This is an optimization exercise on Yosys and OpenROAD, whose aim is small area, not a production implementation. In this exercise RTL edits were held to simulation tests only and were not proved equivalent to the original. Power is estimated from default activity; no workload was simulated.

==> design.v <==
module icsp_bitio (
    input  wire        clk,
    input  wire        rst,
    input  wire        start,
    input  wire        recv,       
    input  wire [5:0]  nbits,      
    input  wire [31:0] txd,
    input  wire [31:0] t_edge,
    input  wire        dat_i,
    output reg         done,
    output reg  [31:0] rxd,
    output reg         line_clk,
    output reg         dat_o,
    output reg         dat_oe
);
    localparam [3:0] B_IDLE   = 4'd0,
                     B_DAT    = 4'd1,
                     B_RISE   = 4'd2,
                     B_FALL   = 4'd3,
                     B_DIRIN  = 4'd4,
                     B_RRISE  = 4'd5,
                     B_RFALL  = 4'd6,
                     B_DIROUT = 4'd7,
                     B_WAIT   = 4'd8,
                     B_NEXT   = 4'd9,
                     B_RNEXT  = 4'd10;
    reg [3:0]  state;
    reg [3:0]  ret;
    reg [31:0] wcnt;
    reg [31:0] sreg;
    reg [5:0]  left;
    reg [5:0]  idx;
    always @(posedge clk) begin
        if (rst) begin
            state    <= B_IDLE;
            ret      <= B_IDLE;
            wcnt     <= 32'd0;
            sreg     <= 32'd0;
            left     <= 6'd0;
            idx      <= 6'd0;
            done     <= 1'b0;
            rxd      <= 32'd0;
            line_clk <= 1'b0;
            dat_o    <= 1'b0;
            dat_oe   <= 1'b1;
        end else begin
            done <= 1'b0;
            case (state)
                B_IDLE: begin
                    if (start) begin
                        sreg    <= txd;
                        left    <= nbits;
                        idx     <= 6'd0;
                        rxd     <= 32'd0;
                        state   <= recv ? B_DIRIN : B_DAT;
                    end
                end
                B_DAT: begin
                    dat_o <= sreg[0];
                    sreg  <= {1'b0, sreg[31:1]};
                    wcnt  <= t_edge;
                    ret   <= B_RISE;
                    state <= B_WAIT;
                end
                B_RISE: begin
                    line_clk <= 1'b1;
                    wcnt     <= t_edge;
                    ret      <= B_FALL;
                    state    <= B_WAIT;
                end
                B_FALL: begin
                    line_clk <= 1'b0;
                    left     <= left - 6'd1;
                    wcnt     <= t_edge;
                    ret      <= B_NEXT;
                    state    <= B_WAIT;
                end
                B_NEXT: begin
                    if (left == 6'd0) begin
                        done  <= 1'b1;
                        state <= B_IDLE;
                    end else begin
                        state <= B_DAT;
                    end
                end
                B_DIRIN: begin
                    dat_oe <= 1'b0;
                    wcnt   <= t_edge;
                    ret    <= B_RRISE;
                    state  <= B_WAIT;
                end
                B_RRISE: begin
                    line_clk <= 1'b1;
                    wcnt     <= t_edge;
                    ret      <= B_RFALL;
                    state    <= B_WAIT;
                end
                B_RFALL: begin
                    line_clk <= 1'b0;
                    rxd[idx[4:0]] <= dat_i;
                    idx      <= idx + 6'd1;
                    left     <= left - 6'd1;
                    wcnt     <= t_edge;
                    ret      <= B_RNEXT;
                    state    <= B_WAIT;
                end
                B_RNEXT: begin
                    if (left == 6'd0)
                        state <= B_DIROUT;
                    else
                        state <= B_RRISE;
                end
                B_DIROUT: begin
                    dat_oe <= 1'b1;
                    done   <= 1'b1;
                    state  <= B_IDLE;
                end
                B_WAIT: begin
                    if (wcnt == 32'd0)
                        state <= ret;
                    else
                        wcnt <= wcnt - 32'd1;
                end
                default: state <= B_IDLE;
            endcase
        end
    end
endmodule
module icsp_cmd #(
    parameter [5:0] OPC_LOAD_CONFIG    = 6'h00,
    parameter [5:0] OPC_LOAD_DATA_PM   = 6'h02,
    parameter [5:0] OPC_LOAD_DATA_DM   = 6'h03,
    parameter [5:0] OPC_READ_DATA_PM   = 6'h04,
    parameter [5:0] OPC_READ_DATA_DM   = 6'h05,
    parameter [5:0] OPC_INCREMENT_ADDR = 6'h06,
    parameter [5:0] OPC_RESET_ADDR     = 6'h16,
    parameter [5:0] OPC_BEGIN_INT_PROG = 6'h08,
    parameter [5:0] OPC_BULK_ERASE_PM  = 6'h09,
    parameter [5:0] OPC_BULK_ERASE_DM  = 6'h0B
) (
    input  wire        clk,
    input  wire        rst,
    input  wire        start,
    input  wire [3:0]  cmd,
    input  wire [13:0] payload,
    input  wire [31:0] t_cmd,
    input  wire [31:0] t_prog,
    output reg         done,
    output reg  [15:0] raw,
    output reg         bit_start,
    output reg         bit_recv,
    output reg  [5:0]  bit_nbits,
    output reg  [31:0] bit_txd,
    input  wire        bit_done,
    input  wire [31:0] bit_rxd
);
    localparam [2:0] C_IDLE  = 3'd0,
                     C_OPC   = 3'd1,
                     C_WAIT1 = 3'd2,
                     C_FRAME = 3'd3,
                     C_WAIT2 = 3'd4,
                     C_DONE  = 3'd5;
    reg [2:0]  state;
    reg [3:0]  cur;
    reg [13:0] pl;
    reg [31:0] wcnt;
    reg [5:0] opc;
    reg       cls_out;
    reg       cls_in;
    reg       timed;
    always @(*) begin
        case (cur)
            4'd0:    opc = OPC_LOAD_CONFIG;
            4'd1:    opc = OPC_LOAD_DATA_PM;
            4'd2:    opc = OPC_LOAD_DATA_DM;
            4'd3:    opc = OPC_READ_DATA_PM;
            4'd4:    opc = OPC_READ_DATA_DM;
            4'd5:    opc = OPC_INCREMENT_ADDR;
            4'd6:    opc = OPC_RESET_ADDR;
            4'd7:    opc = OPC_BEGIN_INT_PROG;
            4'd8:    opc = OPC_BULK_ERASE_PM;
            default: opc = OPC_BULK_ERASE_DM;
        endcase
        cls_out = (cur == 4'd0) || (cur == 4'd1) || (cur == 4'd2);
        cls_in  = (cur == 4'd3) || (cur == 4'd4);
        timed   = (cur == 4'd7) || (cur == 4'd8) || (cur == 4'd9);
    end
    wire [31:0] settle = (t_prog > t_cmd) ? t_prog : t_cmd;
    always @(posedge clk) begin
        if (rst) begin
            state     <= C_IDLE;
            cur       <= 4'd0;
            pl        <= 14'd0;
            wcnt      <= 32'd0;
            done      <= 1'b0;
            raw       <= 16'd0;
            bit_start <= 1'b0;
            bit_recv  <= 1'b0;
            bit_nbits <= 6'd0;
            bit_txd   <= 32'd0;
        end else begin
            done      <= 1'b0;
            bit_start <= 1'b0;
            case (state)
                C_IDLE: begin
                    if (start) begin
                        cur   <= cmd;
                        pl    <= payload;
                        state <= C_OPC;
                    end
                end
                C_OPC: begin
                    bit_start <= 1'b1;
                    bit_recv  <= 1'b0;
                    bit_nbits <= 6'd6;
                    bit_txd   <= {26'd0, opc};
                    state     <= C_WAIT1;
                end
                C_WAIT1: begin
                    if (bit_done) begin
                        wcnt  <= timed ? settle : t_cmd;
                        state <= C_FRAME;
                    end
                end
                C_FRAME: begin
                    if (wcnt != 32'd0) begin
                        wcnt <= wcnt - 32'd1;
                    end else if (cls_out || cls_in) begin
                        bit_start <= 1'b1;
                        bit_recv  <= cls_in;
                        bit_nbits <= 6'd16;
                        bit_txd   <= {16'd0, 1'b0, pl, 1'b0};
                        state     <= C_WAIT2;
                    end else begin
                        state <= C_DONE;
                    end
                end
                C_WAIT2: begin
                    if (bit_done) begin
                        raw   <= bit_rxd[15:0];
                        wcnt  <= t_cmd;
                        state <= C_DONE;
                    end
                end
                C_DONE: begin
                    if (wcnt != 32'd0) begin
                        wcnt <= wcnt - 32'd1;
                    end else begin
                        done  <= 1'b1;
                        state <= C_IDLE;
                    end
                end
                default: state <= C_IDLE;
            endcase
        end
    end
endmodule
module icsp_engine (
    input  wire        clk,
    input  wire        rst,
    input  wire        req_valid,
    output wire        req_ready,
    input  wire [31:0] req_hdr,
    input  wire [16:0] req_nopd,
    input  wire        opd_valid,
    output wire        opd_ready,
    input  wire [31:0] opd_data,
    output reg         rsp_valid,
    output reg         rsp_status,
    output reg  [31:0] rsp_data,
    input  wire        host_abort,
    output reg         icsp_mclr,
    output wire        icsp_clk,
    output wire        icsp_dat_o,
    output wire        icsp_dat_oe,
    input  wire        icsp_dat_i
);
    localparam [7:0] OP_GET_STATUS   = 8'h00,
                     OP_SET_TIMING   = 8'h01,
                     OP_GET_TIMING   = 8'h02,
                     OP_SEND_BITS    = 8'h08,
                     OP_RECV_BITS    = 8'h09,
                     OP_ENTER_PROG   = 8'h10,
                     OP_EXIT_PROG    = 8'h11,
                     OP_RESET_TARGET = 8'h12,
                     OP_READ_REGION  = 8'h30,
                     OP_ERASE_REGION = 8'h31,
                     OP_WRITE_REGION = 8'h32;
    localparam [3:0] R_OK       = 4'd0,
                     R_NOT_PROG = 4'd1,
                     R_BAD_OP   = 4'd2,
                     R_BAD_ARG  = 4'd3,
                     R_ABORTED  = 4'd4;
    localparam [3:0] K_LOAD_CONFIG = 4'd0,
                     K_LOAD_PM     = 4'd1,
                     K_LOAD_DM     = 4'd2,
                     K_READ_PM     = 4'd3,
                     K_READ_DM     = 4'd4,
                     K_INC         = 4'd5,
                     K_RESET_ADDR  = 4'd6,
                     K_BEGIN_PROG  = 4'd7,
                     K_ERASE_PM    = 4'd8,
                     K_ERASE_DM    = 4'd9;
    localparam [31:0] KEY = 32'h4D434850;
    localparam [4:0] S_IDLE     = 5'd0,
                     S_DECODE   = 5'd1,
                     S_OPD      = 5'd2,
                     S_WAIT     = 5'd3,
                     S_CMDW     = 5'd4,
                     S_BITW     = 5'd5,
                     S_FINISH   = 5'd6,
                     S_SETT     = 5'd7,
                     S_SEND     = 5'd8,
                     S_RAWDONE  = 5'd9,
                     S_EP_M1    = 5'd10,
                     S_EP_M0    = 5'd11,
                     S_EP_KEY   = 5'd12,
                     S_EP_TAIL  = 5'd13,
                     S_EP_SETTL = 5'd14,
                     S_MODE_END = 5'd15,
                     S_RT_M1    = 5'd16,
                     S_CMD_GO   = 5'd17,
                     S_RD_LOOP  = 5'd18,
                     S_RD_INC   = 5'd19,
                     S_ER_PM2   = 5'd20,
                     S_WR_B     = 5'd21,
                     S_WR_C     = 5'd22,
                     S_WR_SKIP  = 5'd23,
                     S_WR_LOOP  = 5'd24,
                     S_WR_LOAD  = 5'd25,
                     S_WR_PROG  = 5'd26,
                     S_WR_INC   = 5'd27;
    reg [4:0]  state;
    reg [4:0]  sret;       
    reg [4:0]  oret;       
    reg [4:0]  cret;       
    reg [31:0] swcnt;
    reg [31:0] hdr;
    reg [16:0] nopd;
    reg [31:0] opd;
    reg [3:0]  res;
    reg [15:0] widx;
    reg [2:0]  skip;
    wire [7:0]  h_op    = hdr[7:0];
    wire [1:0]  h_rgn   = hdr[9:8];
    wire [5:0]  h_nbits = hdr[15:10];
    wire [15:0] h_count = hdr[31:16];
    reg        session;       
    reg        cur_valid;
    reg        cur_space;     
    reg [15:0] cur_off;
    reg [31:0] t_reg [0:5];
    reg [3:0]  last_result;
    reg        fault_seen;
    wire below_floor = (t_reg[0] < 32'd100) ||
                       (t_reg[1] < 32'd1000) ||
                       (t_reg[2] < 32'd5000000) ||
                       (t_reg[3] < 32'd1000000);
    reg         cmd_start;
    reg  [3:0]  cmd_sel;
    reg  [13:0] cmd_pl;
    wire        cmd_done;
    wire [15:0] cmd_raw;
    wire        cb_start;
    wire        cb_recv;
    wire [5:0]  cb_nbits;
    wire [31:0] cb_txd;
    reg         sb_start;
    reg         sb_recv;
    reg  [5:0]  sb_nbits;
    reg  [31:0] sb_txd;
    wire        bit_done;
    wire [31:0] bit_rxd;
    icsp_cmd u_cmd (
        .clk       (clk),
        .rst       (rst),
        .start     (cmd_start),
        .cmd       (cmd_sel),
        .payload   (cmd_pl),
        .t_cmd     (t_reg[1]),
        .t_prog    (t_reg[2]),
        .done      (cmd_done),
        .raw       (cmd_raw),
        .bit_start (cb_start),
        .bit_recv  (cb_recv),
        .bit_nbits (cb_nbits),
        .bit_txd   (cb_txd),
        .bit_done  (bit_done),
        .bit_rxd   (bit_rxd)
    );
    icsp_bitio u_bit (
        .clk      (clk),
        .rst      (rst),
        .start    (sb_start | cb_start),
        .recv     (sb_start ? sb_recv  : cb_recv),
        .nbits    (sb_start ? sb_nbits : cb_nbits),
        .txd      (sb_start ? sb_txd   : cb_txd),
        .t_edge   (t_reg[0]),
        .dat_i    (icsp_dat_i),
        .done     (bit_done),
        .rxd      (bit_rxd),
        .line_clk (icsp_clk),
        .dat_o    (icsp_dat_o),
        .dat_oe   (icsp_dat_oe)
    );
    reg        d_known;
    reg        d_badarg;
    reg        d_noop;
    reg        d_needprog;
    reg [16:0] d_nopd;
    wire       d_is_cmd    = (h_op >= 8'h20) && (h_op <= 8'h29);
    wire       d_is_region = (h_op == OP_READ_REGION) || (h_op == OP_ERASE_REGION) ||
                             (h_op == OP_WRITE_REGION);
    always @(*) begin
        d_known = 1'b0;
        case (h_op)
            OP_GET_STATUS, OP_SET_TIMING, OP_GET_TIMING,
            OP_SEND_BITS, OP_RECV_BITS,
            OP_ENTER_PROG, OP_EXIT_PROG, OP_RESET_TARGET,
            OP_READ_REGION, OP_ERASE_REGION, OP_WRITE_REGION: d_known = 1'b1;
            default: d_known = d_is_cmd;
        endcase
        if (h_op == OP_SEND_BITS || h_op == OP_SET_TIMING ||
            h_op == 8'h20 || h_op == 8'h21 || h_op == 8'h22)
            d_nopd = 17'd1;
        else if (h_op == OP_WRITE_REGION)
            d_nopd = {1'b0, h_count};
        else
            d_nopd = 17'd0;
        d_badarg = 1'b0;
        if ((h_op == OP_SEND_BITS || h_op == OP_RECV_BITS) &&
            (h_nbits == 6'd0 || h_nbits > 6'd32))
            d_badarg = 1'b1;
        if (d_is_region && h_rgn == 2'd3)
            d_badarg = 1'b1;
        if ((h_op == OP_SET_TIMING || h_op == OP_GET_TIMING) && h_count > 16'd5)
            d_badarg = 1'b1;
        if (nopd != d_nopd)
            d_badarg = 1'b1;
        if (h_op == OP_ERASE_REGION && h_rgn == 2'd2)
            d_badarg = 1'b1;
        if (h_op == OP_WRITE_REGION && h_rgn == 2'd2 &&
            h_count != 16'd0 && h_count != 16'd2)
            d_badarg = 1'b1;
        d_noop     = d_is_region && (h_count == 16'd0);
        d_needprog = d_is_cmd || d_is_region;
    end
    assign req_ready = (state == S_IDLE);
    assign opd_ready = (state == S_OPD);
    wire [31:0] status_word_next;
    reg  [3:0]  fin_res;
    reg         fin_fault;
    always @(*) begin
        fin_res   = res;
        fin_fault = fault_seen || (res == R_NOT_PROG) || (res == R_BAD_OP) ||
                    (res == R_BAD_ARG);
    end
    assign status_word_next = {cur_off, 7'd0, cur_space, cur_valid, below_floor,
                               fin_fault, session, fin_res};
    wire wr_prog = (h_rgn != 2'd0) || (widx[3:0] == 4'd15) || (widx == h_count - 16'd1);
    wire wr_abort_point = (widx != 16'd0) && ((h_rgn != 2'd0) || (widx[3:0] == 4'd0));
    integer i;
    always @(posedge clk) begin
        if (rst) begin
            state       <= S_IDLE;
            sret        <= S_IDLE;
            oret        <= S_IDLE;
            cret        <= S_IDLE;
            swcnt       <= 32'd0;
            hdr         <= 32'd0;
            nopd        <= 17'd0;
            opd         <= 32'd0;
            res         <= R_OK;
            widx        <= 16'd0;
            skip        <= 3'd0;
            session     <= 1'b0;
            cur_valid   <= 1'b0;
            cur_space   <= 1'b0;
            cur_off     <= 16'd0;
            t_reg[0]    <= 32'd100;
            t_reg[1]    <= 32'd1000;
            t_reg[2]    <= 32'd5000000;
            t_reg[3]    <= 32'd10000000;
            t_reg[4]    <= 32'd10000000;
            t_reg[5]    <= 32'd500000000;
            last_result <= R_OK;
            fault_seen  <= 1'b0;
            icsp_mclr   <= 1'b1;
            rsp_valid   <= 1'b0;
            rsp_status  <= 1'b0;
            rsp_data    <= 32'd0;
            cmd_start   <= 1'b0;
            cmd_sel     <= 4'd0;
            cmd_pl      <= 14'd0;
            sb_start    <= 1'b0;
            sb_recv     <= 1'b0;
            sb_nbits    <= 6'd0;
            sb_txd      <= 32'd0;
        end else begin
            rsp_valid  <= 1'b0;
            rsp_status <= 1'b0;
            cmd_start  <= 1'b0;
            sb_start   <= 1'b0;
            case (state)
                S_IDLE: begin
                    if (req_valid) begin
                        hdr   <= req_hdr;
                        nopd  <= req_nopd;
                        res   <= R_OK;
                        widx  <= 16'd0;
                        state <= S_DECODE;
                    end
                end
                S_DECODE: begin
                    if (!d_known) begin
                        res   <= R_BAD_OP;
                        state <= S_FINISH;
                    end else if (d_badarg) begin
                        res   <= R_BAD_ARG;
                        state <= S_FINISH;
                    end else if (d_noop) begin
                        state <= S_FINISH;
                    end else if (d_needprog && !session) begin
                        res   <= R_NOT_PROG;
                        state <= S_FINISH;
                    end else begin
                        case (h_op)
                            OP_GET_STATUS: state <= S_FINISH;
                            OP_SET_TIMING: begin
                                oret  <= S_SETT;
                                state <= S_OPD;
                            end
                            OP_GET_TIMING: begin
                                rsp_valid <= 1'b1;
                                rsp_data  <= t_reg[h_count[2:0]];
                                state     <= S_FINISH;
                            end
                            OP_SEND_BITS: begin
                                oret  <= S_SEND;
                                state <= S_OPD;
                            end
                            OP_RECV_BITS: begin
                                sb_start <= 1'b1;
                                sb_recv  <= 1'b1;
                                sb_nbits <= h_nbits;
                                sret     <= S_RAWDONE;
                                state    <= S_BITW;
                            end
                            OP_ENTER_PROG: begin
                                swcnt <= t_reg[3];
                                sret  <= S_EP_M1;
                                state <= S_WAIT;
                            end
                            OP_EXIT_PROG: begin
                                icsp_mclr <= 1'b1;
                                state     <= S_MODE_END;
                            end
                            OP_RESET_TARGET: begin
                                icsp_mclr <= 1'b0;
                                swcnt     <= t_reg[5];
                                sret      <= S_RT_M1;
                                state     <= S_WAIT;
                            end
                            OP_READ_REGION: begin
                                cmd_start <= 1'b1;
                                cmd_sel   <= (h_rgn == 2'd2) ? K_LOAD_CONFIG : K_RESET_ADDR;
                                cmd_pl    <= 14'd0;
                                cret      <= S_RD_LOOP;
                                state     <= S_CMDW;
                            end
                            OP_ERASE_REGION: begin
                                cmd_start <= 1'b1;
                                cmd_sel   <= (h_rgn == 2'd0) ? K_LOAD_CONFIG : K_ERASE_DM;
                                cmd_pl    <= 14'd0;
                                cret      <= (h_rgn == 2'd0) ? S_ER_PM2 : S_FINISH;
                                state     <= S_CMDW;
                            end
                            OP_WRITE_REGION: begin
                                cmd_start <= 1'b1;
                                cmd_pl    <= 14'd0;
                                if (h_rgn == 2'd1) begin
                                    cmd_sel <= K_ERASE_DM;
                                    cret    <= S_WR_C;
                                end else begin
                                    cmd_sel <= K_LOAD_CONFIG;
                                    cret    <= (h_rgn == 2'd0) ? S_WR_B : S_WR_SKIP;
                                end
                                skip  <= 3'd0;
                                state <= S_CMDW;
                            end
                            default: begin
                                if (d_nopd == 17'd1) begin
                                    oret  <= S_CMD_GO;
                                    state <= S_OPD;
                                end else begin
                                    state <= S_CMD_GO;
                                end
                            end
                        endcase
                    end
                end
                S_OPD: begin
                    if (opd_valid) begin
                        opd   <= opd_data;
                        state <= oret;
                    end
                end
                S_WAIT: begin
                    if (swcnt == 32'd0)
                        state <= sret;
                    else
                        swcnt <= swcnt - 32'd1;
                end
                S_BITW: begin
                    if (bit_done)
                        state <= sret;
                end
                S_CMDW: begin
                    if (cmd_done) begin
                        case (cmd_sel)
                            K_LOAD_CONFIG: begin
                                cur_valid <= 1'b1;
                                cur_space <= 1'b1;
                                cur_off   <= 16'd0;
                            end
                            K_RESET_ADDR: begin
                                cur_valid <= 1'b1;
                                cur_space <= 1'b0;
                                cur_off   <= 16'd0;
                            end
                            K_INC: begin
                                if (cur_valid)
                                    cur_off <= cur_off + 16'd1;
                            end
                            K_READ_PM, K_READ_DM: begin
                                rsp_valid <= 1'b1;
                                rsp_data  <= {cmd_raw, 2'b00, cmd_raw[14:1]};
                            end
                            default: ;
                        endcase
                        state <= cret;
                    end
                end
                S_FINISH: begin
                    last_result <= fin_res;
                    fault_seen  <= fin_fault;
                    rsp_valid   <= 1'b1;
                    rsp_status  <= 1'b1;
                    rsp_data    <= status_word_next;
                    state       <= S_IDLE;
                end
                S_SETT: begin
                    for (i = 0; i < 6; i = i + 1)
                        if (h_count[2:0] == i[2:0])
                            t_reg[i] <= opd;
                    state <= S_FINISH;
                end
                S_SEND: begin
                    sb_start <= 1'b1;
                    sb_recv  <= 1'b0;
                    sb_nbits <= h_nbits;
                    sb_txd   <= opd;
                    sret     <= S_RAWDONE;
                    state    <= S_BITW;
                end
                S_RAWDONE: begin
                    cur_valid <= 1'b0;
                    if (h_op == OP_RECV_BITS) begin
                        rsp_valid <= 1'b1;
                        rsp_data  <= bit_rxd;
                    end
                    state <= S_FINISH;
                end
                S_EP_M1: begin
                    icsp_mclr <= 1'b1;
                    swcnt     <= t_reg[3];
                    sret      <= S_EP_M0;
                    state     <= S_WAIT;
                end
                S_EP_M0: begin
                    icsp_mclr <= 1'b0;
                    swcnt     <= t_reg[3];
                    sret      <= S_EP_KEY;
                    state     <= S_WAIT;
                end
                S_EP_KEY: begin
                    sb_start <= 1'b1;
                    sb_recv  <= 1'b0;
                    sb_nbits <= 6'd32;
                    sb_txd   <= KEY;
                    sret     <= S_EP_TAIL;
                    state    <= S_BITW;
                end
                S_EP_TAIL: begin
                    sb_start <= 1'b1;
                    sb_recv  <= 1'b0;
                    sb_nbits <= 6'd1;
                    sb_txd   <= 32'd0;
                    sret     <= S_EP_SETTL;
                    state    <= S_BITW;
                end
                S_EP_SETTL: begin
                    swcnt   <= t_reg[4];
                    sret    <= S_MODE_END;
                    state   <= S_WAIT;
                end
                S_RT_M1: begin
                    icsp_mclr <= 1'b1;
                    swcnt     <= t_reg[5];
                    sret      <= S_MODE_END;
                    state     <= S_WAIT;
                end
                S_MODE_END: begin
                    session   <= (h_op == OP_ENTER_PROG);
                    cur_valid <= 1'b0;
                    cur_space <= 1'b0;
                    cur_off   <= 16'd0;
                    state     <= S_FINISH;
                end
                S_CMD_GO: begin
                    cmd_start <= 1'b1;
                    cmd_sel   <= h_op[3:0];
                    cmd_pl    <= opd[13:0];
                    cret      <= S_FINISH;
                    state     <= S_CMDW;
                end
                S_RD_LOOP: begin
                    if (widx == h_count) begin
                        state <= S_FINISH;
                    end else if (widx != 16'd0 && host_abort) begin
                        res   <= R_ABORTED;
                        state <= S_FINISH;
                    end else begin
                        cmd_start <= 1'b1;
                        cmd_sel   <= (h_rgn == 2'd1) ? K_READ_DM : K_READ_PM;
                        cret      <= S_RD_INC;
                        state     <= S_CMDW;
                    end
                end
                S_RD_INC: begin
                    cmd_start <= 1'b1;
                    cmd_sel   <= K_INC;
                    widx      <= widx + 16'd1;
                    cret      <= S_RD_LOOP;
                    state     <= S_CMDW;
                end
                S_ER_PM2: begin
                    cmd_start <= 1'b1;
                    cmd_sel   <= K_ERASE_PM;
                    cret      <= S_FINISH;
                    state     <= S_CMDW;
                end
                S_WR_B: begin
                    cmd_start <= 1'b1;
                    cmd_sel   <= K_ERASE_PM;
                    cret      <= S_WR_C;
                    state     <= S_CMDW;
                end
                S_WR_C: begin
                    cmd_start <= 1'b1;
                    cmd_sel   <= K_RESET_ADDR;
                    cret      <= S_WR_LOOP;
                    state     <= S_CMDW;
                end
                S_WR_SKIP: begin
                    if (skip == 3'd7) begin
                        state <= S_WR_LOOP;
                    end else begin
                        cmd_start <= 1'b1;
                        cmd_sel   <= K_INC;
                        skip      <= skip + 3'd1;
                        cret      <= S_WR_SKIP;
                        state     <= S_CMDW;
                    end
                end
                S_WR_LOOP: begin
                    if (widx == h_count) begin
                        state <= S_FINISH;
                    end else if (wr_abort_point && host_abort) begin
                        res   <= R_ABORTED;
                        state <= S_FINISH;
                    end else begin
                        oret  <= S_WR_LOAD;
                        state <= S_OPD;
                    end
                end
                S_WR_LOAD: begin
                    cmd_start <= 1'b1;
                    cmd_sel   <= (h_rgn == 2'd1) ? K_LOAD_DM : K_LOAD_PM;
                    cmd_pl    <= opd[13:0];
                    cret      <= S_WR_PROG;
                    state     <= S_CMDW;
                end
                S_WR_PROG: begin
                    if (wr_prog) begin
                        cmd_start <= 1'b1;
                        cmd_sel   <= K_BEGIN_PROG;
                        cret      <= S_WR_INC;
                        state     <= S_CMDW;
                    end else begin
                        state <= S_WR_INC;
                    end
                end
                S_WR_INC: begin
                    cmd_start <= 1'b1;
                    cmd_sel   <= K_INC;
                    widx      <= widx + 16'd1;
                    cret      <= S_WR_LOOP;
                    state     <= S_CMDW;
                end
                default: state <= S_IDLE;
            endcase
        end
    end
endmodule
==> run.sh <==
#!/bin/bash
# synth_recipe.tcl (not shown) runs the flow's synth.tcl, then flattens the netlist and writes it again
# the make line also repeats each setting of config.mk as NAME=value (left out here)
make -C /OpenROAD-flow-scripts/flow DESIGN_CONFIG=/design/flow/config.mk WORK_HOME=/design/flow/orfs CLKGATE_MAP_FILE= SYNTH_SCRIPT=/design/flow/synth_recipe.tcl finish
==> config.mk <==
export PLATFORM = sky130hd
export DESIGN_NAME = icsp_engine
export DESIGN_NICKNAME = icsp_engine
export VERILOG_FILES = /design/flow/design.v
export SDC_FILE = /design/flow/constraint.sdc
export NUM_CORES = 4
export LEC_CHECK = 0
export CAP_MARGIN = 20
export CORE_MARGIN = 2
export CORE_UTILIZATION = 40
export SLEW_MARGIN = 20
==> constraint.sdc <==
create_clock -name core_clock -period 10.0 [get_ports {clk}]
set_input_delay 2.0000 -clock core_clock [delete_from_list [all_inputs] [get_ports {clk}]]
set_output_delay 2.0000 -clock core_clock [all_outputs]
set_load 0.01 [all_outputs]
==> run notes <==
status=complete, no violations; fin area=0.03821 mm²; CTS Root Cell=clkbuf_16; sequential element share of the synthesized area=0.3979; TritonCTS clock tree=yes; Die Height=294.9 µm; TritonCTS sink count=673; #FFs+latches synth=673; Mapped Cells=4533; Fin Clk Skew=26.50 ps; top area cells in the synthesized netlist=dfxtp_1 40%, nand2_1 11%, a21oi_1 8.0%; Pre-antenna DRT Iters=7; vias in the first global route=30720; IO Port Bufs=126; area fraction in compound gates after synthesis=0.2447; Worst IR Drop VDD=119.9 µV; synthesized-area fraction occupied by xor and xnor cells=0.02199; Max H-tree Level=3; Routed WL=128100 µm; main combinational cell family by area after synthesis=simple AND/OR/NAND/NOR gates; library cells used by synthesis=84; DP HPWL=89330 µm; critical path type=reg -> out; number of max-cap violations=0; Comb pwr share=0.268; FMAX=199.9 MHz; Cell Area, Synth=0.03386 mm²; endpoint type of the worst setup path=output pin; most frequent cells after synthesis=1023 x nand2_1, 673 x dfxtp_1, 540 x a21oi_1, 365 x nor2_1, 324 x clkbuf_1; synth warn=5; fin nets=4578; multiplexer area fraction after synthesis=0.01445; routability congestion estimate=0.9709; Post-CTS Setup Bufs=0; Slew @ Worst Pin=1183 ps; Post-Synth Simple-Gate Area=0.2477; Leak=13.24 nW; Remaining DRCs=0; max FFs per register=192; Area growth syn-to-layout=12.85%; # IOs=127; RSZ-0062 raised after global routing=false; Die X=294.9 µm; Final TNS setup=0 ps; DIE AREA=0.08699 mm²; Slew HR=0.2033; Arrival @ worst endpoint=3000 ps; share of the synthesized area in the top cell type=0.3979; HP Class=reg -> reg; crit path setup slack, layout=4996 ps; Worst setup SP type=register; Post-synth ARST share=0; Sw Share=0.3618; net switching power=2.898 mW; Setup Viol. Count Final=0; Final Power=8.010 mW; antenna violations before repair=5; clock network power share=0.348; Slew Limit Fails=0; grt ovf=0; Num CTS Buffers=77; layout cell share with drive strength beyond 1=0.05813; Post-synth EDFFs=0; syn_nets=4675; core area=0.08369 mm²; worst path required time=8000 ps; Via-to-Cell Ratio=6.035; Adder-Cell Fraction of Synth Area=0.02032; most numerous cell in the Yosys netlist=nand2_1; clock slew seen by the registers of the worst setup and hold paths=60 ps; remaining antenna violation count=0; Post-Place Setup Slack=5121 ps; Pint=5.112 mW; Wirelength per Cell=22.78 µm; Post-Layout Cell Count=5625; Post-CTS Resized=0; cts hold-fix bufs=0; Synth area leader=dfxtp_1; Mean Syn Cell Area=7.469 µm²; gr usage total=0.2871; Initial Utilization=0.4046; pin count of the biggest net entering global routing=102; Starting DRT DRC Count=4271; cell area after placement=0.03575 mm²; # placed instances=5491; first-pass GRT wire length=193600 µm; final worst path period share=0.5004; via count=33950; clk latency of the worst-skew pair=630 ps; min Tclk post-route=5004 ps; leading register cell type out of synthesis=dfxtp_1; P per Cell Area=209.6 mW/mm²; sequential share of power=0.384; clock tree buffer depth=3; critical path fanouts, max=30; Hold Fails Final Rpt=0; cell row count=106
## final timing paths
kind,from,end,slack (ps),cells past startpoint
max,state[0]$_SDFFE_PP0P_,req_ready,5000,5
min,u_bit.sreg[2]$_SDFFE_PP0P_,u_bit.sreg[1]$_SDFFE_PP0P_,450,2
max reg2reg,hdr[0]$_SDFFE_PP0P_,swcnt[16]$_SDFFE_PP0P_,5100,10
min reg2reg,u_bit.sreg[2]$_SDFFE_PP0P_,u_bit.sreg[1]$_SDFFE_PP0P_,450,2
## power by group through the flow
stage	clock network [mW]	logic, mW	registers, mW
4_1_cts	2.82	2.10	3.07
3_3_place_gp	0	2.09	3.13
5_1_grt	2.93	2.31	3.09
6_report	2.78	2.15	3.08
3_5_place_dp	0	2.10	3.13
2_1_floorplan	0	1.37	3.00
## layout make-up
cell class | count | area, µm²
clock inverter | 25 | 225.2
antenna | 1 | 2.502
fill | 8487 | 45480
sequential | 673 | 13480
tap | 1134 | 1419
multi-input combinational | 3407 | 18760
inverter | 80 | 301.5
timing repair buffer | 197 | 1799
clock buffer | 108 | 2223
## critical path, cell delays in order, from the launching register on
cell	delay, ps
dfxtp_1	300
buf_4	230
inv_1	330
nand2_1	430
nor2_1	460
clkdlybuf4s50_1	620
## through the flow
| step | hold WS, ps | utilization |
|---|---|---|
| 2_1_floorplan | 432.0 | - |
| 3_3_place_gp | 438.8 | 0.4271 |
| 3_5_place_dp | 443.8 | 0.4272 |
| 4_1_cts | 452.5 | 0.4564 |
| 5_1_grt | 463.2 | 0.4565 |
| 6_report | 451.2 | 0.4566 |
## cells in the final DEF (no fill, tap or decap), types with 10 or more instances in the layout
cell type / n
dfxtp_1: 671
nor2_1: 360
inv_1: 76
a21oi_1: 537
and2_1: 16
or4_1: 15
mux2i_1: 43
a31oi_1: 53
nand3_1: 134
clkinv_2: 14
a221oi_1: 63
o32ai_1: 10
clkbuf_16: 77
o211ai_1: 44
a222oi_1: 43
a22oi_1: 25
a32oi_1: 30
ha_1: 55
nand2_1: 1021
buf_4: 71
nor3_1: 105
nand3b_1: 11
nand4_1: 28
a21o_1: 17
clkdlybuf4s50_1: 125
clkbuf_1: 13
a211oi_1: 50
nor4_1: 49
xnor2_1: 37
xor2_1: 48
o22ai_1: 26
clkbuf_8: 18
and3_1: 31
o31ai_1: 18
a22o_1: 53
nor2b_1: 21
o21ai_0: 198
a311oi_1: 46
nand2b_1: 30
or3_1: 24
## layer usage
layer,part of all wire,wire length (µm),GRT usage,up-vias
met5,0,0,0,-
met1,0.44,56180,0.4043,16190
met3,0.083,10650,0.04285,279
met2,0.43,55710,0.4404,1543
li1,-,-,-,15940
met4,0.044,5585,0.1132,0
## cells by family after synthesis
group | Yosys count
buffers and inverters | 453
multiplexers | 48
AO/OA/AOI/OAI | 1299
flip-flops | 673
adder cells (fa/ha/maj) | 55
AND/OR/NAND/NOR | 1920
XOR/XNOR | 85

==> port drivers added, routing unchanged <==
How much do the figures lean on ideal ports? The routed layout below was timed once more, with nothing changed but the port constraints.
Step 1: set_driving_cell puts a clkbuf_16 on clk and a buf_2 on each other input, an assumption about the parent block.
Step 2 also shifts input and output timing later by t, the mid clock arrival at the registers, as if the neighbouring blocks saw the same clock.
Three values: ideal, step 1, step 2; two values: the first two.
shift t [ns]: 0.688
slack for setup (ns): 4.996 / 4.928 / 5.103
pins driven straight from the clock port: 1
After both steps setup and hold are still met in this run. For this run, drivers alone change the setup slack by -0.068 ns; drivers and shift together by +0.107 ns.
